This design comes from an exercise in tuning for small area, a short achievable clock period and few clock cycles on the open sky130 flow, not from production work.
Function was checked by simulation only, so behaviour that the tests miss may differ from the original.
Power is estimated from default activity; no workload was simulated.

## design/flow/run.sh

```bash
#!/bin/bash
# synth_recipe.tcl (not shown) runs the flow's synth.tcl, then flattens the netlist and writes it again
# the make line also repeats each setting of config.mk as NAME=value (left out here)
make -C /OpenROAD-flow-scripts/flow DESIGN_CONFIG=/design/flow/config.mk WORK_HOME=/design/flow/orfs CLKGATE_MAP_FILE= SYNTH_SCRIPT=/design/flow/synth_recipe.tcl finish
```

## design/flow/config.mk

```make
export PLATFORM = sky130hd
export DESIGN_NAME = qr_rs_encoder
export DESIGN_NICKNAME = qr_rs_encoder
export VERILOG_FILES = /design/flow/design.v
export SDC_FILE = /design/flow/constraint.sdc
export NUM_CORES = 4
export LEC_CHECK = 0
export CAP_MARGIN = 20
export CORE_MARGIN = 2
export CORE_UTILIZATION = 40
export PLACE_DENSITY = 0.6
export SLEW_MARGIN = 20
export SYNTH_MEMORY_MAX_BITS = 16384
```

## design/flow/constraint.sdc

```tcl
create_clock -name core_clock -period 6.5 [get_ports {clk}]
set_input_delay 1.3000 -clock core_clock [delete_from_list [all_inputs] [get_ports {clk}]]
set_output_delay 1.3000 -clock core_clock [all_outputs]
set_load 0.01 [all_outputs]
```

## design/flow/design.v

```verilog
module qr_rs_blocktable (
    input  wire [5:0] version,
    input  wire [1:0] ecl,
    output wire [3:0] ecode,
    output wire [6:0] n1,
    output wire [6:0] k1,
    output wire [6:0] nblk
);
  localparam [6399:0] TAB = 6400'hc283e8e223112c92f6384fb19c143e6e2b3106d42f5f853a98c543e563030fac6ae5b813d16c303e363130eeceae57847d15c043e162e30e2c32f5181bc94c2c3dfe2730d6c62f4d833c93c7641e62c30cec72e4b837993c163dce1d30c2c72e47847992c263db60a30b6c52e43847991c2e3d9e2a30aec12e3f837990c2e3d860f30a2c9af3b81798fc263d6e012e9acaad3981fa0ec163d5604308ec1ad3580fa8dc183d46082e8acb2d33823d0cc42412d9c2c8ac9ae2f62b90cc2c3d1e073076c42f2b42350cc3c41060b306ec32d2981ba8ac203cf60b3066c22f25813c89944351607305ec8ae2360b789c2640cd912c5e88aa23613a08b1e3cce0f305281a92160f588a1234cd112a5681ac1d60f887b0438ad912c4a84ab1b817c06b04389d812c42c52e17607586c063c848f2646c3ad15217106916309605303242a915016b8691630838b204242281380f9848182c84882832042513413584b0e385d04282a03241120ae04906305d842c2300b20ae12884b0c3c44862622822b0ac0a204908304384202201a40b80ba02a08383404241a01260920b082a08342b021c19821f08e0a702b083c24842611021b08c0a2028042c23021e12412b054076014082425023009812004e06801804341302220a80ac02605b81b02400c012c05009c022051015022409011a044090020049810000000000000000000000000;
  wire [24:0] w = TAB[{version, ecl} * 25 +: 25];
  assign ecode = w[24:21];
  assign n1    = w[20:14];
  assign k1    = w[13:7];
  assign nblk  = w[6:0];
endmodule
module qr_rs_genpoly (
    input  wire [3:0]   ecode,
    output wire [239:0] coef
);
  localparam [3839:0] TAB = 3840'h96826a0bc3d84ae42e121948f6b5338ad916b1674605624bc0c3494df6d40000c53a4ab0937964b57fe9777538f70ca72964ae6796d0fb120d1c09fc000000005e2b4d92904644872ae975d1289118ce384d98c7628804b733f60000000000007590d97ff7ed01ce2b3d488249e5967366d8edb246a9767a0000000000000000f5911ae6da56fd437b1d891c2845bd13f4b6b083b35900000000000000000000aea57979c6e416bb24459670dc06636f05f0b99800000000000000000000000092d943204bad5249dcf0d7c7af9571b7fbef000000000000000000000000004f637d3555868f29f953c516777853427700000000000000000000000000003b243262e52941a3081ed144bd680d3b0000000000000000000000000000001a862097848b69690a4a70a36fc41d00000000000000000000000000000000007884532b2e0d3411b111e349890000000000000000000000000000000000000000c19d715f5ec76f9fc2d8000000000000000000000000000000000000000000000075440ba49a7a7f;
  assign coef = TAB[ecode * 240 +: 240];
endmodule
module qr_rs_encoder (
    input  wire       clk,
    input  wire       rst,           
    input  wire       start,
    input  wire [5:0] cfg_version,
    input  wire [1:0] cfg_ecl,
    output wire       idle,
    output reg        cfg_err,
    input  wire       in_valid,
    input  wire [7:0] in_data,
    output wire       in_ready,
    output reg        out_valid,
    output wire [7:0] out_data,
    output reg        out_last_blk,
    output reg        out_last,
    input  wire       out_ready
);
  localparam S_IDLE  = 2'd0;
  localparam S_SETUP = 2'd1;
  localparam S_RUN   = 2'd2;
  function [7:0] xtime;
    input [7:0] a;
    begin
      xtime = {a[6:0], 1'b0} ^ (a[7] ? 8'h1D : 8'h00);
    end
  endfunction
  reg [1:0] state;
  reg [5:0] ver_q;
  reg [1:0] ecl_q;
  reg [3:0] ecode_q;
  reg [4:0] e_len;
  reg [6:0] n1_q;
  reg [6:0] k1_q;
  reg [6:0] nblk;
  reg [6:0] in_blk;      
  reg [6:0] in_cnt;      
  reg       in_done;     
  reg       ib_valid;
  reg [7:0] ib_data;
  reg       ib_last;     
  reg       ib_lastcmd;  
  reg [7:0] rem [0:29];
  reg [7:0] ob  [0:29];
  reg [4:0] ocnt;        
  reg       ob_lastcmd;
  wire [3:0]   t_ecode;
  wire [6:0]   t_n1, t_k1, t_nblk;
  wire [239:0] gcoef;
  qr_rs_blocktable u_table (
      .version(ver_q), .ecl(ecl_q),
      .ecode(t_ecode), .n1(t_n1), .k1(t_k1), .nblk(t_nblk)
  );
  qr_rs_genpoly u_genpoly (.ecode(ecode_q), .coef(gcoef));
  reg [4:0] t_e;
  always @(*) begin
    case (t_ecode)
      4'd0:    t_e = 5'd7;
      4'd1:    t_e = 5'd10;
      4'd2:    t_e = 5'd13;
      4'd3:    t_e = 5'd15;
      4'd4:    t_e = 5'd16;
      4'd5:    t_e = 5'd17;
      4'd6:    t_e = 5'd18;
      4'd7:    t_e = 5'd20;
      4'd8:    t_e = 5'd22;
      4'd9:    t_e = 5'd24;
      4'd10:   t_e = 5'd26;
      4'd11:   t_e = 5'd28;
      default: t_e = 5'd30;
    endcase
  end
  wire cfg_ok = (cfg_version >= 6'd1) && (cfg_version <= 6'd40);
  wire [6:0] k_len = (in_blk < n1_q) ? k1_q : k1_q + 7'd1;
  wire       in_blk_end = (state == S_RUN) && (in_cnt == k_len - 7'd1);
  wire       in_cmd_end = in_blk_end && (in_blk == nblk - 7'd1);
  wire give     = out_valid && out_ready;
  wire out_done = give && out_last_blk;
  wire ob_free  = !out_valid || out_done;
  wire consume  = ib_valid && (!ib_last || ob_free);
  wire load     = consume && ib_last;
  wire consume0 = ib_valid && (!ib_last || !out_valid);
  assign in_ready = (state == S_RUN || state == S_SETUP) && !in_done && (!ib_valid || consume0);
  wire   take     = in_valid && in_ready;
  assign idle     = (state == S_IDLE);
  assign out_data = ob[0];
  wire [7:0] fb = ib_data ^ rem[0];
  reg  [7:0] fx [0:7];
  integer i, j;
  always @(*) begin
    fx[0] = fb;
    for (i = 1; i < 8; i = i + 1)
      fx[i] = xtime(fx[i-1]);
  end
  reg [7:0] nrem [0:29];
  always @(*) begin
    for (j = 0; j < 30; j = j + 1) begin
      nrem[j] = (j < 29) ? rem[(j < 29) ? j + 1 : 0] : 8'd0;
      for (i = 0; i < 8; i = i + 1)
        if (gcoef[8*j + i]) nrem[j] = nrem[j] ^ fx[i];
    end
  end
  always @(posedge clk) begin
    if (rst) begin
      state        <= S_IDLE;
      cfg_err      <= 1'b0;
      ib_valid     <= 1'b0;
      out_valid    <= 1'b0;
      out_last_blk <= 1'b0;
      out_last     <= 1'b0;
      in_done      <= 1'b0;
    end else begin
      case (state)
        S_IDLE: begin
          if (start) begin
            cfg_err <= !cfg_ok;
            if (cfg_ok) begin
              ver_q   <= cfg_version;
              ecl_q   <= cfg_ecl;
              in_blk  <= 7'd0;
              in_cnt  <= 7'd0;
              in_done <= 1'b0;
              state   <= S_SETUP;
            end
          end
        end
        S_SETUP: begin
          ecode_q <= t_ecode;
          e_len   <= t_e;
          n1_q    <= t_n1;
          k1_q    <= t_k1;
          nblk    <= t_nblk;
          state   <= S_RUN;
        end
        default: begin
          if (out_done && out_last)
            state <= S_IDLE;
        end
      endcase
      if (take) begin
        ib_valid   <= 1'b1;
        ib_data    <= in_data;
        ib_last    <= in_blk_end;
        ib_lastcmd <= in_cmd_end;
        if (in_blk_end) begin
          in_cnt <= 7'd0;
          in_blk <= in_blk + 7'd1;
        end else begin
          in_cnt <= in_cnt + 7'd1;
        end
        if (in_cmd_end)
          in_done <= 1'b1;
      end else if (consume) begin
        ib_valid <= 1'b0;
      end
      if (load) begin
        out_valid    <= 1'b1;
        out_last_blk <= 1'b0;
        out_last     <= 1'b0;
        ocnt         <= e_len - 5'd1;
        ob_lastcmd   <= ib_lastcmd;
      end else if (give) begin
        out_valid    <= !out_last_blk;
        out_last_blk <= (ocnt == 5'd1);
        out_last     <= (ocnt == 5'd1) && ob_lastcmd;
        ocnt         <= ocnt - 5'd1;
      end
    end
  end
  always @(posedge clk) begin
    for (j = 0; j < 30; j = j + 1) begin
      if (state == S_SETUP)
        rem[j] <= 8'd0;
      else if (consume)
        rem[j] <= ib_last ? 8'd0 : nrem[j];
      if (load)
        ob[j] <= nrem[j];
      else if (give)
        ob[j] <= (j < 29) ? ob[(j < 29) ? j + 1 : 0] : 8'd0;
    end
  end
endmodule
```

==> run notes <==
==> flip-flops by register name (all words and copies together), names as in the netlist, 2 cells and up <==
name / flops
ver_q: 6
in_blk: 7
ob: 240
e_len: 5
ecl_q: 2
k1_q: 7
state: 2
rem: 240
in_cnt: 7
nblk: 7
ocnt: 5
n1_q: 6
ib_data: 8
ecode_q: 4
==> worst max-delay path by stage <==
stage and to:
2_1_floorplan ob[0][0], 3_3_place_gp ob[3][3], 3_5_place_dp in_blk[5], 4_1_cts in_blk[5]
5_1_grt in_blk[5], 6_report ob[23][5]
==> power by group <==
part / switching [uW] / internal, uW / leakage [uW]
Clock: 1730 / 2170 / 0.00107
Combinational: 13900 / 8880 / 0.0145
Sequential: 467 / 4250 / 0.00481
Total: 16100 / 15300 / 0.0203
==> cells in the mapped netlist (all sizes together), types with 13 or more instances <==
library cell and count:
nor3 89, and3 13, nor2b 25, a31oi 24, nand3 77, and2 49
a211oi 48, inv 49, dfxtp 248, mux2i 52, clkbuf 366, buf 148
o21ba 30, a21oi 268, edfxtp 307, or2 14, o211ai 26, o221ai 23
nand2 1126, a21o 15, xnor2 1270, o22ai 73, nand2b 40, o21ai 548
xor2 322, ha 69, xnor3 23, a22oi 38, o21a 15, nand3b 15
a2bb2oi 99, nor2 999
==> critical path, delay by kind of cell, from the launching register on <==
kind                       cells  cell delay [ps]
AOI/OAI and AO/OA              1               90
xor gates and xnor gates       5              930
adders and majority gates      1              760
buffers and inverters          2              680
DFF                            1              730
and+or+nand+nor                2             1150
==> cell families after synthesis <==
group / count (synthesis) / share of synthesized area
AOI/OAI and AO/OA: 1324 / 0.160
xor gates and xnor gates: 1615 / 0.287
adders and majority gates: 72 / 0.0180
buffers and inverters: 568 / 0.0439
DFF: 555 / 0.276
muxes: 73 / 0.0174
and+or+nand+nor: 2496 / 0.198
==> stage by stage <==
stage,util,setup slack (ps)
final,0.441,1860
after global routing,0.441,1730
after CTS,0.441,1960
after detailed placement,0.424,2000
after global placement,0.423,2080
after floorplan,-,534
==> layout make-up <==
type | instances | area [um2]
sequential | 555 | 14200
clock inverter | 32 | 320
fill | 12861 | 71300
timing repair buffer | 247 | 2130
antenna | 1 | 2.50
tap | 1662 | 2080
inverter | 54 | 203
clock buffer | 94 | 1870
multi-input combinational | 5580 | 35500
==> metal layers <==
layer  share of wire  vias up  global-route usage  wire [um]
li1                -    21977                   -          -
met1            0.41    23910               0.461      92900
met2            0.42     3302               0.495      94900
met3            0.13      701              0.0918      28400
met4           0.046       14               0.139      10500
met5         0.00048        -                   0        110
==> run_results.csv <==
group,metric,value,unit
timing,rsz0062_at_grt,"false",
clock_network,clk_path_buf_depth,3,
clock_network,postCtsHoldBufs,0,
drt,drt.antenna.violating_nets,0,
worst_setup_path,crit_required,6930,ps
grt,grt_antenna_before_repair,7,
timing,setup_viol,0,
timing,clock.fmax,216,MHz
grt,grt_pass1_wl,328000,um
drt,drtPass1Iterations,8,
logic_synthesis,synth-seq-area-share,0.276,
timing,hold_violations,0,
logic_synthesis,ys_ff_latch,555,
placed_design,port_buffers,34,
timing,tightestPinTransition,1250,ps
logic_synthesis,synthTopCellsByArea,"xnor2_1, edfxtp_1, dfxtp_1",
floorplanning,placementRows,131,
logic_synthesis,mappedNetlistArea,51400,um2
floorplanning,die_x,362,um
floorplanning,die_area,131000,um2
timing,min_period_over_period,0.713,
timing,min_period,4640,ps
drt,viasPerCell,6.07,
logic_synthesis,synth_top_area_frac,0.212,
worst_hold_path,min_from,"ib_lastcmd",
logic_synthesis,yosysWarnings,5,
logic_synthesis,async_flop_share,0,
clock_network,cts.clk_slew.worst_paths,70,ps
worst_setup_path,startpoint,"ecode_q[0]",
grt,grt_max_degree,175,
drt,wl_per_cell,27.6,um
drt,drc,0,
clock_network,htreeDepth,3,
power,p_total,31400,uW
final_layout,layout_commonest_cell,"xnor2_1",
worst_setup_path,critPathMaxFanout,21,
worst_setup_path,critPathCaptureType,"flip-flop",
worst_setup_path,rr_endpoint,"ob[23][5]",
timing,fin_worst_skew,37.6,ps
final_layout,final_layout_size_suffix_gt1_frac,0.0712,
grt,grt_pass1_vias,46601,
placed_design,place_hpwl,152000,um
power,p_leak,0.0203,uW
worst_hold_path,whs_endpoint,"ob_lastcmd",
worst_setup_path,cpMostUsedCell,"xnor2_1",
final_layout,finalNetCount,6599,
timing,fin_tns_setup,0,ps
placed_design,dp_cells,8097,
clock_network,clk_latency,710,ps
floorplanning,start_util,0.403,
worst_setup_path,critical-path-slowest-cell,"ha_1",
worst_setup_path,r2r_start,"ecode_q[0]",
clock_network,clock-root-buffer,"clkbuf_16",
worst_setup_path,worstPathCellList,"inv_1, ha_1, buf_4, nand3b_1, nor2_1, xnor2_1, xnor2_1, xnor2_1, xnor2_1, xnor2_1, o21ai_0",
logic_synthesis,ys_types,87,
clock_network,cts_resized,0,
logic_synthesis,synth_top_flop_cell,"edfxtp_1",
logic_synthesis,syn-num-nets,6796,
logic_synthesis,syn-instance-count,6703,
worst_setup_path,r2r_setup_slack,1860,ps
power,power-per-cell-area,559,nW/um2
timing,fin_hold_ws,433,ps
worst_setup_path,max_stage_delay,760,ps
floorplanning,design.core.area,128000,um2
drt,drt_iter0_markers,7147,
logic_synthesis,synth.avg_cell_area,7.66,um2
timing,drv_slew,0,
timing,slew_headroom,0.160,
logic_synthesis,synth-edff-count,307,
flow_run,maxCapViolCount,0,
clock_network,numCtsBuffers,68,
worst_hold_path,min_path_cells,0,
placed_design,place_area,54000,um2
drt,vias,49904,
clock_network,cts_tree,"built",
final_layout,fin_area,56200,um2
clock_network,cts_setup_buffers,0,
worst_setup_path,cp.arrival,5070,ps
grt,overflow,0,
floorplanning,pin_count,35,
final_layout,syn2layout_area_growth,9.52,%
placed_design,place_congestion,1.04,
final_layout,instances_no_fill,8225,
logic_synthesis,yosys.area.top_type,"xnor2_1",
worst_hold_path,holdCritPathClass,"flip-flop to flip-flop",
floorplanning,dieHeight,362,um
worst_setup_path,reg2regPathDepth,11,
drt,routed_wl,227000,um
clock_network,clock_sinks,555,
worst_setup_path,cp-start-kind,"flip-flop",
outcome,run_status,"timing/DRC/antenna clean",
power,peakVddDrop,0.722,mV
grt,grt_use_total,0.336,
final_layout,final_cell_mix,"xnor2_1, nand2_1, nor2_1, o21ai_0, xor2_1",
worst_setup_path,crit_type,"flip-flop to flip-flop",
Testbench counts, summed over its fixed seeds: cycles 65,258.

[re-timing with driven ports]
The results above use ideal ports. As a check the final layout listed here was re-extracted and re-timed, cells and wires unchanged.
Step 1: set_driving_cell puts a clkbuf_16 on clk and a buf_2 on each other input, an assumption about the parent block.
Step 2 adds t to the input delays and takes it off the output delays; t is the mean of the earliest and latest rising clock arrival at the registers after step 1. Input paths then give back, and output paths get back, about the clock's delay inside the block.
Three values: ideal ports, drivers, drivers and shift; two values: the first two.
t (ns): 0.770
setup slack, ns: 1.864 / 1.864 / 1.864
latest minus earliest clock arrival (ns): 0.039 / 0.039
worst data-port slew with drivers (ns): 0.04
After both steps setup and hold are still met in this run. The setup slack of this run moves by 0.000 ns with the drivers and by 0.000 ns with both steps.
